From an optimization exercise on the open Yosys and OpenROAD flow, aimed at small area, a short achievable clock period and few clock cycles; shortcuts taken in it are not production practice. Function was checked by simulation only, so behaviour that the tests miss may differ from the original. Power and IR drop assume default switching activity.

`config.mk`:
```
export PLATFORM = sky130hd
export DESIGN_NAME = sprite_atlas_decoder
export DESIGN_NICKNAME = sprite_atlas_decoder
export VERILOG_FILES = /design/flow/design.v
export SDC_FILE = /design/flow/constraint.sdc
export NUM_CORES = 4
export LEC_CHECK = 0
export CAP_MARGIN = 20
export CORE_MARGIN = 2
export CORE_UTILIZATION = 40
export SLEW_MARGIN = 20
```
`constraint.sdc`:
```
create_clock -name core_clock -period 12.0 [get_ports {clk}]
set_input_delay 2.4000 -clock core_clock [delete_from_list [all_inputs] [get_ports {clk}]]
set_output_delay 2.4000 -clock core_clock [all_outputs]
set_load 0.01 [all_outputs]
```
`design.v`:
```
module pack_color (
    input  wire [2:0]  r,
    input  wire [2:0]  g,
    input  wire [2:0]  b,
    output wire [15:0] color
);
    assign color = ((r | g | b) == 3'd0) ? 16'h0000
                  : (16'hE318 | {13'd0, g} | {8'd0, r, 5'd0} | {3'd0, b, 10'd0});
endmodule
module palette_color_table_lut (
    input  wire [15:0] index,      
    output reg  [15:0] color
);
    always @(*) begin
        case (index)
            16'd0:   color = 16'h0000;
            16'd1:   color = 16'hE338;
            16'd2:   color = 16'hE359;
            16'd3:   color = 16'hE379;
            16'd4:   color = 16'hE39A;
            16'd5:   color = 16'hE3BA;
            16'd6:   color = 16'hE3DB;
            16'd7:   color = 16'hE3FB;
            16'd8:   color = 16'hFF1C;
            16'd9:   color = 16'hFF3C;
            16'd10:  color = 16'hFF5D;
            16'd11:  color = 16'hFF7D;
            16'd12:  color = 16'hFF9E;
            16'd13:  color = 16'hFFBE;
            16'd14:  color = 16'hFFDF;
            16'd15:  color = 16'hFFFF;
            default: color = 16'h0000;
        endcase
    end
endmodule
module palette_override_mux (
    input  wire        clk,
    input  wire        rst_n,
    input  wire        set_en,
    input  wire [7:0]  set_from,
    input  wire [7:0]  set_to,
    input  wire        clr_en,
    input  wire [3:0]  raw,
    output wire [7:0]  resolved,
    output wire        hit,
    output wire [15:0] mask
);
    reg [15:0] ovr_v;
    reg [7:0]  ovr_to [0:15];
    integer k;
    always @(posedge clk) begin
        if (!rst_n || clr_en) begin
            ovr_v <= 16'd0;
            for (k = 0; k < 16; k = k + 1)
                ovr_to[k] <= 8'd0;
        end else if (set_en && set_from < 8'd16) begin
            ovr_v[set_from[3:0]]  <= 1'b1;
            ovr_to[set_from[3:0]] <= set_to;
        end
    end
    assign hit      = ovr_v[raw];
    assign resolved = hit ? ovr_to[raw] : {4'd0, raw};
    assign mask     = ovr_v;
endmodule
module atlas_store #(
    parameter CAP   = 256,
    parameter ABITS = 8
) (
    input  wire             clk,
    input  wire             rst_n,
    input  wire             wr_en,       
    input  wire [ABITS-1:0] wr_addr,
    input  wire [3:0]       wr_data,
    input  wire             commit,      
    input  wire [ABITS-1:0] rd_addr,     
    output wire [3:0]       rd_data
);
    reg [3:0] bank0 [0:CAP-1];
    reg [3:0] bank1 [0:CAP-1];
    reg       sel;                       
    always @(posedge clk) begin
        if (!rst_n)
            sel <= 1'b0;
        else if (commit)
            sel <= ~sel;
    end
    always @(posedge clk) begin
        if (wr_en && sel)
            bank0[wr_addr] <= wr_data;
    end
    always @(posedge clk) begin
        if (wr_en && !sel)
            bank1[wr_addr] <= wr_data;
    end
    assign rd_data = sel ? bank1[rd_addr] : bank0[rd_addr];
endmodule
module sprite_atlas_decoder (
    input  wire        clk,
    input  wire        rst_n,
    input  wire        cmd_valid,
    output wire        cmd_ready,
    input  wire [31:0] cmd_data,
    output wire        rsp_valid,
    input  wire        rsp_ready,
    output wire [31:0] rsp_data,
    output wire        fill_valid,
    input  wire        fill_ready,
    output wire [31:0] fill_x,
    output wire [31:0] fill_y,
    output wire [15:0] fill_w,
    output wire [15:0] fill_h,
    output wire [15:0] fill_c
);
    localparam CAP   = 256;      
    localparam ABITS = 8;
    localparam [7:0] ST_OK       = 8'd0;
    localparam [7:0] ST_LENGTH   = 8'd1;
    localparam [7:0] ST_HEX      = 8'd2;
    localparam [7:0] ST_RANGE    = 8'd3;
    localparam [7:0] ST_ILLEGAL  = 8'd4;
    localparam [7:0] ST_CAPACITY = 8'd5;
    localparam [3:0] S_W0    = 4'd0;    
    localparam [3:0] S_L1    = 4'd1;    
    localparam [3:0] S_L2    = 4'd2;    
    localparam [3:0] S_LW    = 4'd3;    
    localparam [3:0] S_LB    = 4'd4;    
    localparam [3:0] S_LCHK  = 4'd5;    
    localparam [3:0] S_D1    = 4'd6;    
    localparam [3:0] S_D2    = 4'd7;    
    localparam [3:0] S_DCHK  = 4'd8;    
    localparam [3:0] S_DDIV  = 4'd9;    
    localparam [3:0] S_DSET  = 4'd10;   
    localparam [3:0] S_DPIX  = 4'd11;   
    localparam [3:0] S_DEND  = 4'd12;   
    localparam [3:0] S_RSP   = 4'd13;   
    reg [3:0]  state;
    reg [15:0] zoom_r, dispw_r, disph_r;
    reg [15:0] bw_r, bh_r;
    reg [7:0]  status_r;
    reg [31:0] rsp_word;
    reg [31:0] w0_r;
    reg [15:0] ld_bw, ld_bh;
    reg [31:0] ld_left;      
    reg [31:0] ld_count;     
    reg        ld_bad;       
    reg [31:0] ld_word;
    reg [1:0]  ld_byte;
    reg [15:0] dr_x, dr_y;
    reg [31:0] dr_n;
    reg [31:0] dr_rem;
    reg [31:0] dr_row;
    reg [15:0] dr_z;
    reg [10:0] pix_i, pix_j;
    reg [10:0] pix_w, pix_h;
    reg [31:0] cx, cy, x0;
    reg [31:0] row_addr;
    reg        fill_v;
    reg [31:0] fill_x_r, fill_y_r;
    reg [15:0] fill_c_r;
    wire [31:0] w = cmd_data;
    wire is_pack   = (w & 32'hF8F8F8FF) == 32'h00000001;
    wire is_color  = (w & 32'hFF0000FF) == 32'h00000002;
    wire is_load   =  w                 == 32'h00000003;
    wire is_setovr = (w & 32'hFF0000FF) == 32'h00000004;
    wire is_clrovr =  w                 == 32'h00000005;
    wire is_draw   = (w & 32'hFC0000FF) == 32'h00000006;
    wire is_csrw   = (w & 32'h000000FF) == 32'h00000007;
    wire is_csrr   = (w & 32'hFFFF00FF) == 32'h00000008;
    wire [7:0] csr_num = w[15:8];
    assign cmd_ready = (state == S_W0) || (state == S_L1) || (state == S_L2) ||
                       (state == S_LW) || (state == S_D1) || (state == S_D2);
    wire cmd_fire = cmd_valid && cmd_ready;
    wire [15:0] pack_out;
    pack_color u_pack (
        .r(w[10:8]), .g(w[18:16]), .b(w[26:24]), .color(pack_out)
    );
    wire [15:0] ct_index;
    wire [15:0] ct_color;
    palette_color_table_lut u_ct (
        .index(ct_index), .color(ct_color)
    );
    wire [3:0]  raw;
    wire [7:0]  ovr_idx;
    wire        ovr_hit;
    wire [15:0] ovr_mask;
    wire        ovr_set = (state == S_W0) && cmd_fire && is_setovr;
    wire        ovr_clr = (state == S_W0) && cmd_fire && is_clrovr;
    palette_override_mux u_ovr (
        .clk(clk), .rst_n(rst_n),
        .set_en(ovr_set), .set_from(w[15:8]), .set_to(w[23:16]),
        .clr_en(ovr_clr),
        .raw(raw), .resolved(ovr_idx), .hit(ovr_hit), .mask(ovr_mask)
    );
    assign ct_index = (state == S_DPIX) ? {8'd0, ovr_idx} : w[23:8];
    wire [7:0]  ld_char = ld_word[8*ld_byte +: 8];
    wire        ch_ws   = (ld_char == 8'h09) || (ld_char == 8'h0A) || (ld_char == 8'h0B) ||
                          (ld_char == 8'h0C) || (ld_char == 8'h0D) || (ld_char == 8'h20);
    wire        ch_dig  = (ld_char >= 8'h30) && (ld_char <= 8'h39);
    wire        ch_uc   = (ld_char >= 8'h41) && (ld_char <= 8'h46);
    wire        ch_lc   = (ld_char >= 8'h61) && (ld_char <= 8'h66);
    wire        ch_hex  = ch_dig || ch_uc || ch_lc;
    wire [7:0]  ch_valx = ch_dig ? (ld_char - 8'h30) :
                          ch_uc  ? (ld_char - 8'h41 + 8'd10) :
                                   (ld_char - 8'h61 + 8'd10);
    wire        at_wr   = (state == S_LB) && ch_hex && (ld_count < CAP);
    wire [29:0] ld_cells = ld_bw[14:0] * ld_bh[14:0];
    wire [35:0] ld_need  = {ld_cells, 6'd0};
    wire        ld_neg   = ld_bw[15] || ld_bh[15];
    wire        ld_ok    = !ld_bad && !ld_neg && ({4'd0, ld_count} == ld_need) &&
                           (ld_count <= CAP);
    wire        at_commit = (state == S_LCHK) && ld_ok;
    wire [ABITS-1:0] at_raddr = row_addr[ABITS-1:0] + pix_i[ABITS-1:0];
    atlas_store #(.CAP(CAP), .ABITS(ABITS)) u_atlas (
        .clk(clk), .rst_n(rst_n),
        .wr_en(at_wr), .wr_addr(ld_count[ABITS-1:0]), .wr_data(ch_valx[3:0]),
        .commit(at_commit),
        .rd_addr(at_raddr), .rd_data(raw)
    );
    wire [7:0]  dr_wc    = w0_r[15:8];
    wire [7:0]  dr_hc    = w0_r[23:16];
    wire        dr_fx    = w0_r[24];
    wire        dr_fy    = w0_r[25];
    wire [29:0] grid     = bw_r[14:0] * bh_r[14:0];
    wire [31:0] dr_col   = dr_rem;
    wire [10:0] src_w    = {dr_wc, 3'd0};
    wire [10:0] src_h    = {dr_hc, 3'd0};
    wire        rect_bad = ({1'b0, dr_col} + {25'd0, dr_wc} > {17'd0, bw_r}) ||
                           ({1'b0, dr_row} + {25'd0, dr_hc} > {17'd0, bh_r});
    wire signed [31:0] xs  = {{16{dr_x[15]}}, dr_x};
    wire signed [31:0] ys  = {{16{dr_y[15]}}, dr_y};
    wire [31:0] wz       = src_w * dr_z;
    wire [31:0] hz       = (src_h - 11'd1) * dr_z;
    wire [31:0] start_addr = dr_row * {bw_r, 6'd0} + {dr_col, 3'd0};
    wire [31:0] row_step   = {13'd0, bw_r, 3'd0};
    wire        opaque     = ovr_hit || (raw != 4'd0);
    wire        fill_free  = !fill_v || fill_ready;
    wire        last_col   = (pix_i == pix_w - 11'd1);
    wire        last_row   = (pix_j == pix_h - 11'd1);
    always @(posedge clk) begin
        if (!rst_n) begin
            state    <= S_W0;
            zoom_r   <= 16'd5;
            dispw_r  <= 16'd240;
            disph_r  <= 16'd135;
            bw_r     <= 16'd0;
            bh_r     <= 16'd0;
            status_r <= ST_OK;
            rsp_word <= 32'd0;
            fill_v   <= 1'b0;
        end else begin
            if (fill_v && fill_ready)
                fill_v <= 1'b0;
            case (state)
            S_W0: if (cmd_fire) begin
                w0_r <= w;
                if (is_pack) begin
                    rsp_word <= {pack_out, 8'd0, ST_OK};
                    status_r <= ST_OK;
                    state    <= S_RSP;
                end else if (is_color) begin
                    rsp_word <= {ct_color, 8'd0, ST_OK};
                    status_r <= ST_OK;
                    state    <= S_RSP;
                end else if (is_load) begin
                    state    <= S_L1;
                end else if (is_setovr || is_clrovr) begin
                    rsp_word <= {16'd0, 8'd0, ST_OK};
                    status_r <= ST_OK;
                    state    <= S_RSP;
                end else if (is_draw) begin
                    state    <= S_D1;
                end else if (is_csrw) begin
                    if (csr_num == 8'd0) zoom_r  <= w[31:16];
                    if (csr_num == 8'd1) dispw_r <= w[31:16];
                    if (csr_num == 8'd2) disph_r <= w[31:16];
                    if (csr_num <= 8'd2) begin
                        rsp_word <= {16'd0, 8'd0, ST_OK};
                        status_r <= ST_OK;
                    end else begin
                        rsp_word <= {16'd0, 8'd0, ST_ILLEGAL};
                        status_r <= ST_ILLEGAL;
                    end
                    state <= S_RSP;
                end else if (is_csrr) begin
                    case (csr_num)
                    8'd0: rsp_word <= {zoom_r,           8'd0, ST_OK};
                    8'd1: rsp_word <= {dispw_r,          8'd0, ST_OK};
                    8'd2: rsp_word <= {disph_r,          8'd0, ST_OK};
                    8'd3: rsp_word <= {bw_r,             8'd0, ST_OK};
                    8'd4: rsp_word <= {bh_r,             8'd0, ST_OK};
                    8'd5: rsp_word <= {8'd0, status_r,   8'd0, ST_OK};
                    8'd6: rsp_word <= {ovr_mask,         8'd0, ST_OK};
                    default: rsp_word <= {16'd0, 8'd0, ST_ILLEGAL};
                    endcase
                    status_r <= (csr_num <= 8'd6) ? ST_OK : ST_ILLEGAL;
                    state    <= S_RSP;
                end else begin
                    rsp_word <= {16'd0, 8'd0, ST_ILLEGAL};
                    status_r <= ST_ILLEGAL;
                    state    <= S_RSP;
                end
            end
            S_L1: if (cmd_fire) begin
                ld_bw <= cmd_data[15:0];
                ld_bh <= cmd_data[31:16];
                state <= S_L2;
            end
            S_L2: if (cmd_fire) begin
                ld_left  <= cmd_data;
                ld_count <= 32'd0;
                ld_bad   <= 1'b0;
                state    <= (cmd_data == 32'd0) ? S_LCHK : S_LW;
            end
            S_LW: if (cmd_fire) begin
                ld_word <= cmd_data;
                ld_byte <= 2'd0;
                state   <= S_LB;
            end
            S_LB: begin
                if (ch_hex)
                    ld_count <= ld_count + 32'd1;
                else if (!ch_ws)
                    ld_bad <= 1'b1;
                ld_left <= ld_left - 32'd1;
                ld_byte <= ld_byte + 2'd1;
                if (ld_left == 32'd1)
                    state <= S_LCHK;
                else if (ld_byte == 2'd3)
                    state <= S_LW;
            end
            S_LCHK: begin
                if (ld_bad) begin
                    rsp_word <= {16'd0, 8'd0, ST_HEX};
                    status_r <= ST_HEX;
                end else if (ld_neg || ({4'd0, ld_count} != ld_need)) begin
                    rsp_word <= {16'd0, 8'd0, ST_LENGTH};
                    status_r <= ST_LENGTH;
                end else if (ld_count > CAP) begin
                    rsp_word <= {16'd0, 8'd0, ST_CAPACITY};
                    status_r <= ST_CAPACITY;
                end else begin
                    bw_r     <= ld_bw;
                    bh_r     <= ld_bh;
                    rsp_word <= {16'd0, 8'd0, ST_OK};
                    status_r <= ST_OK;
                end
                state <= S_RSP;
            end
            S_D1: if (cmd_fire) begin
                dr_x  <= cmd_data[15:0];
                dr_y  <= cmd_data[31:16];
                state <= S_D2;
            end
            S_D2: if (cmd_fire) begin
                dr_n  <= cmd_data;
                dr_z  <= zoom_r;
                state <= S_DCHK;
            end
            S_DCHK: begin
                if (bw_r == 16'd0 || dr_n >= {2'd0, grid}) begin
                    rsp_word <= {16'd0, 8'd0, ST_RANGE};
                    status_r <= ST_RANGE;
                    state    <= S_RSP;
                end else begin
                    dr_rem <= dr_n;
                    dr_row <= 32'd0;
                    state  <= S_DDIV;
                end
            end
            S_DDIV: begin
                if (dr_rem >= {16'd0, bw_r}) begin
                    dr_rem <= dr_rem - {16'd0, bw_r};
                    dr_row <= dr_row + 32'd1;
                end else begin
                    state <= S_DSET;
                end
            end
            S_DSET: begin
                if (rect_bad) begin
                    rsp_word <= {16'd0, 8'd0, ST_RANGE};
                    status_r <= ST_RANGE;
                    state    <= S_RSP;
                end else if (dr_wc == 8'd0 || dr_hc == 8'd0) begin
                    rsp_word <= {16'd0, 8'd0, ST_OK};
                    status_r <= ST_OK;
                    state    <= S_RSP;
                end else begin
                    pix_i    <= 11'd0;
                    pix_j    <= 11'd0;
                    pix_w    <= src_w;
                    pix_h    <= src_h;
                    row_addr <= start_addr;
                    if (dr_fx) begin
                        x0 <= xs + wz;
                        cx <= xs + wz;
                    end else begin
                        x0 <= xs;
                        cx <= xs;
                    end
                    cy    <= dr_fy ? (ys + hz) : ys;
                    state <= S_DPIX;
                end
            end
            S_DPIX: if (fill_free) begin
                if (opaque) begin
                    fill_v   <= 1'b1;
                    fill_x_r <= cx;
                    fill_y_r <= cy;
                    fill_c_r <= ct_color;
                end
                if (last_col) begin
                    pix_i    <= 11'd0;
                    cx       <= x0;
                    pix_j    <= pix_j + 11'd1;
                    row_addr <= row_addr + row_step;
                    cy       <= dr_fy ? (cy - {16'd0, dr_z}) : (cy + {16'd0, dr_z});
                    if (last_row)
                        state <= S_DEND;
                end else begin
                    pix_i <= pix_i + 11'd1;
                    cx    <= dr_fx ? (cx - {16'd0, dr_z}) : (cx + {16'd0, dr_z});
                end
            end
            S_DEND: if (!fill_v || fill_ready) begin
                rsp_word <= {16'd0, 8'd0, ST_OK};
                status_r <= ST_OK;
                state    <= S_RSP;
            end
            S_RSP: if (rsp_ready)
                state <= S_W0;
            default: state <= S_W0;
            endcase
        end
    end
    assign rsp_valid  = (state == S_RSP);
    assign rsp_data   = rsp_word;
    assign fill_valid = fill_v;
    assign fill_x     = fill_x_r;
    assign fill_y     = fill_y_r;
    assign fill_w     = dr_z;
    assign fill_h     = dr_z;
    assign fill_c     = fill_c_r;
endmodule
```
`run.sh`:
```
#!/bin/bash
# synth_recipe.tcl (not shown) runs the flow's synth.tcl, then flattens the netlist and writes it again
# the make line also repeats each setting of config.mk as NAME=value (left out here)
make -C /OpenROAD-flow-scripts/flow DESIGN_CONFIG=/design/flow/config.mk WORK_HOME=/design/flow/orfs CLKGATE_MAP_FILE= SYNTH_SCRIPT=/design/flow/synth_recipe.tcl finish
```
==> flow_summary.ini <==
[finish]
layout_common_cells = edfxtp_1, nor2_1, inv_1
area_growth_pct = 11.4
drive_gt1_frac = 0.118
finalNonFillerCells = 16380
layout_commonest_cell = edfxtp_1
final_nets = 12372

[timing]
relSlewSlack = 0.228
hold_viol = 0
fin_worst_skew_ns = 0.0985
period_share = 0.881
holdWs_ns = 0.449
setup_violations = 0
fin_crit_ns = 10.57
worst_slew_pin_slew_ns = 1.16
finalMaxSlewViolations = 0
rsz0062_at_grt = false
max_freq_mhz = 94.6

[drt]
wl_um = 444000
ant_nets = 0
vias_per_cell = 5.73
drtIter0Drc = 10842
wl_per_cell_um = 27.1
routed-via-count = 93921
dr.pass1.iters = 7
drc = 0

[synthesis]
synthArstFlopShare = 0
ys_seq_elements = 2796
synth_top_area_frac = 0.537
synthCells = 11071
ys.flop_type = edfxtp_1
syn_area_per_cell_um2 = 13.5
yosys_warnings = 4
synth_edf_count = 2674
ys_types = 111
ys_seq_area_frac = 0.553
yosys.area.top_type = edfxtp_1
yosys-top-cells-area = edfxtp_1, fa_1, mux4_2
synth_area_um2 = 150000

[cts]
cts_tree = built
insertion_delay_ns = 0.96
cts_buffers = 303
cts_sinks = 2796
cts_setup_buffers = 0
cts.htree.levels = 5
hold_buffers = 0
ctsResizeCount = 0
clockBufferDepth = 4
cts-root-buf = clkbuf_16
cts.clk_slew.worst_paths_ns = 0.07

[pwr]
powerDensity_nw_per_um2 = 161
switching_share = 0.301
pwr-share-comb = 0.221
p_int_w = 0.0187
p_seq_frac = 0.431
ir_drop_uv = 310
leakage_nw = 58.1
p_sw_w = 0.00805
pwr-share-clk = 0.348

[worst_setup_path]
slowest_delay_ns = 0.77
rrSetupSlack_ns = 1.43
cp.arrival_ns = 11.08
endpoint_kind = flip-flop
start_kind = flip-flop
crit_slowest_cell = a211oi_2
required_ns = 12.50
critical_path_class = flip-flop to flip-flop
crit_fanout = 64

[die]
die_w_um = 616
dieArea_um2 = 379000
coreArea_um2 = 372000
pin_count = 184
initial_utilization = 0.402
die_h_um = 616
rows = 224

[global_route]
grt_max_degree = 228
antenna_found_initial = 34
grt_pass1_wl_um = 647000
grt_pass1_vias = 95107
grt_overflow = 0
track_usage = 0.229

[job]
max_cap_violations = 0

[placement]
hpwl_um = 295000
io_buffers = 170
dp.cells = 15813
place_congestion = 0.899

[run_status]
outcome = no timing/DRC/antenna violations

[min_path]
hold_class = flip-flop to flip-flop
-- cell families after synthesis --
group / synth area share
fa+ha+maj: 0.132
simple gates: 0.0964
buf+inv: 0.0422
xor+xnor: 0.0228
other cells: 0.0000251
mux: 0.0916
flops: 0.553
compound gates: 0.0615
-- metal layers --
| layer | vias up | GRT usage | wire length, um | share of wire |
|---|---|---|---|---|
| met5 | - | 0 | 13 | 0.000029 |
| met4 | 2 | 0.0951 | 20300 | 0.046 |
| met3 | 883 | 0.0373 | 36100 | 0.081 |
| met2 | 4439 | 0.378 | 212000 | 0.48 |
| met1 | 48255 | 0.302 | 175000 | 0.40 |
| li1 | 40342 | - | - | - |
-- state kept, by name, summed over array words and instances (netlist names), 18 cells and up --
signal         cells
u_atlas.bank0   1024
dr_rem            32
x0                29
dr_row            32
fill_x_r          32
u_ovr.ovr_to     128
cy                32
u_atlas.bank1   1024
fill_y_r          32
w0_r              18
ld_count          32
ld_left           32
cx                32
dr_n              32
ld_word           32
-- Yosys cell counts, types with 62 or more instances --
| master | count |
|---|---|
| a21oi_1 | 361 |
| edfxtp_1 | 2674 |
| dfxtp_1 | 122 |
| o21ai_0 | 210 |
| nor4_1 | 77 |
| nor2b_1 | 62 |
| and2_1 | 434 |
| nor2_1 | 1014 |
| a22oi_1 | 162 |
| clkbuf_1 | 412 |
| xnor2_1 | 246 |
| nor3_1 | 123 |
| buf_4 | 94 |
| fa_1 | 662 |
| inv_1 | 888 |
| xor2_1 | 144 |
| nand2_1 | 882 |
| nand3_1 | 173 |
| mux4_2 | 524 |
| mux2i_1 | 163 |
| a21o_1 | 93 |
| ha_1 | 524 |
-- worst max-delay path: cells and delay by family (launching register included) --
family | cells | cell delay, ns
xor gates and xnor gates | 1 | 0.20
DFF | 1 | 0.71
and+or+nand+nor | 4 | 1.03
AOI/OAI and AO/OA | 15 | 3.74
adders and majority gates | 8 | 2.89
buffers and inverters | 6 | 1.52
-- worst paths after layout --
path | endpoint | from | depth (start not counted)
worst min-delay path | fill_x_r[5] | cx[5] | 0
worst max register to register | dr_rem[22] | bw_r[2] | 34
worst max-delay path | dr_rem[22] | bw_r[2] | 34
worst min register to register | fill_x_r[5] | cx[5] | 0
-- power groups by stage --
stage | logic (W) | clock network (W) | registers [W]
finish | 0.00591 | 0.00932 | 0.0116
global route | 0.00652 | 0.00980 | 0.0116
CTS | 0.00588 | 0.00944 | 0.0115
detailed placement | 0.00582 | 0 | 0.0118
global placement | 0.00570 | 0 | 0.0117
floorplan | 0.00411 | 0 | 0.0119
-- area by class of cell --
| type | instances | area (um2) |
|---|---|---|
| Tap cell | 4972 | 6220 |
| Clock inverter | 183 | 1810 |
| Fill cell | 33218 | 206000 |
| Inverter | 910 | 3420 |
| Multi-Input combinational cell | 6761 | 61000 |
| Timing Repair Buffer | 377 | 3470 |
| Clock buffer | 366 | 8020 |
| Antenna cell | 15 | 37.5 |
| Sequential cell | 2796 | 82700 |
-- per-stage QoR --
stage | total power, W | worst slack, ns | TNS [ns] | utilization | area (um2)
final | 0.0268 | 1.43 | 0 | 0.448 | 167000
after global routing | 0.0279 | 0.945 | 0 | 0.448 | 167000
after CTS | 0.0269 | 1.53 | 0 | 0.448 | 167000
after detailed placement | 0.0176 | 1.58 | 0 | 0.421 | 157000
after global placement | 0.0174 | 1.58 | 0 | 0.421 | 157000
after floorplan | 0.0160 | -0.105 | -53.82 | - | 150000
Testbench counts, summed over its fixed seeds: cycles 31,326.

what the ideal ports hide:
Ports are ideal in the flow. The routed layout listed here was re-timed in OpenROAD.
Step 1 assumes that a clkbuf_16 drives the clock port and a buf_2 every other input.
Step 2 adds t to the input delays and takes it off the output delays; t is the mean of the earliest and latest rising clock arrival at the registers after step 1. Input paths then give back, and output paths get back, about the clock's delay inside the block.
Three values: no drivers, after step 1, after step 2; two values: the first two.
t, ns: 1.007
setup WS [ns]: 1.426 / 1.426 / 1.426
latest minus earliest clock arrival (ns): 0.106 / 0.106
After both steps setup and hold are still met in this run. The setup slack of this run moves by 0.000 ns with the drivers and by 0.000 ns with both steps.
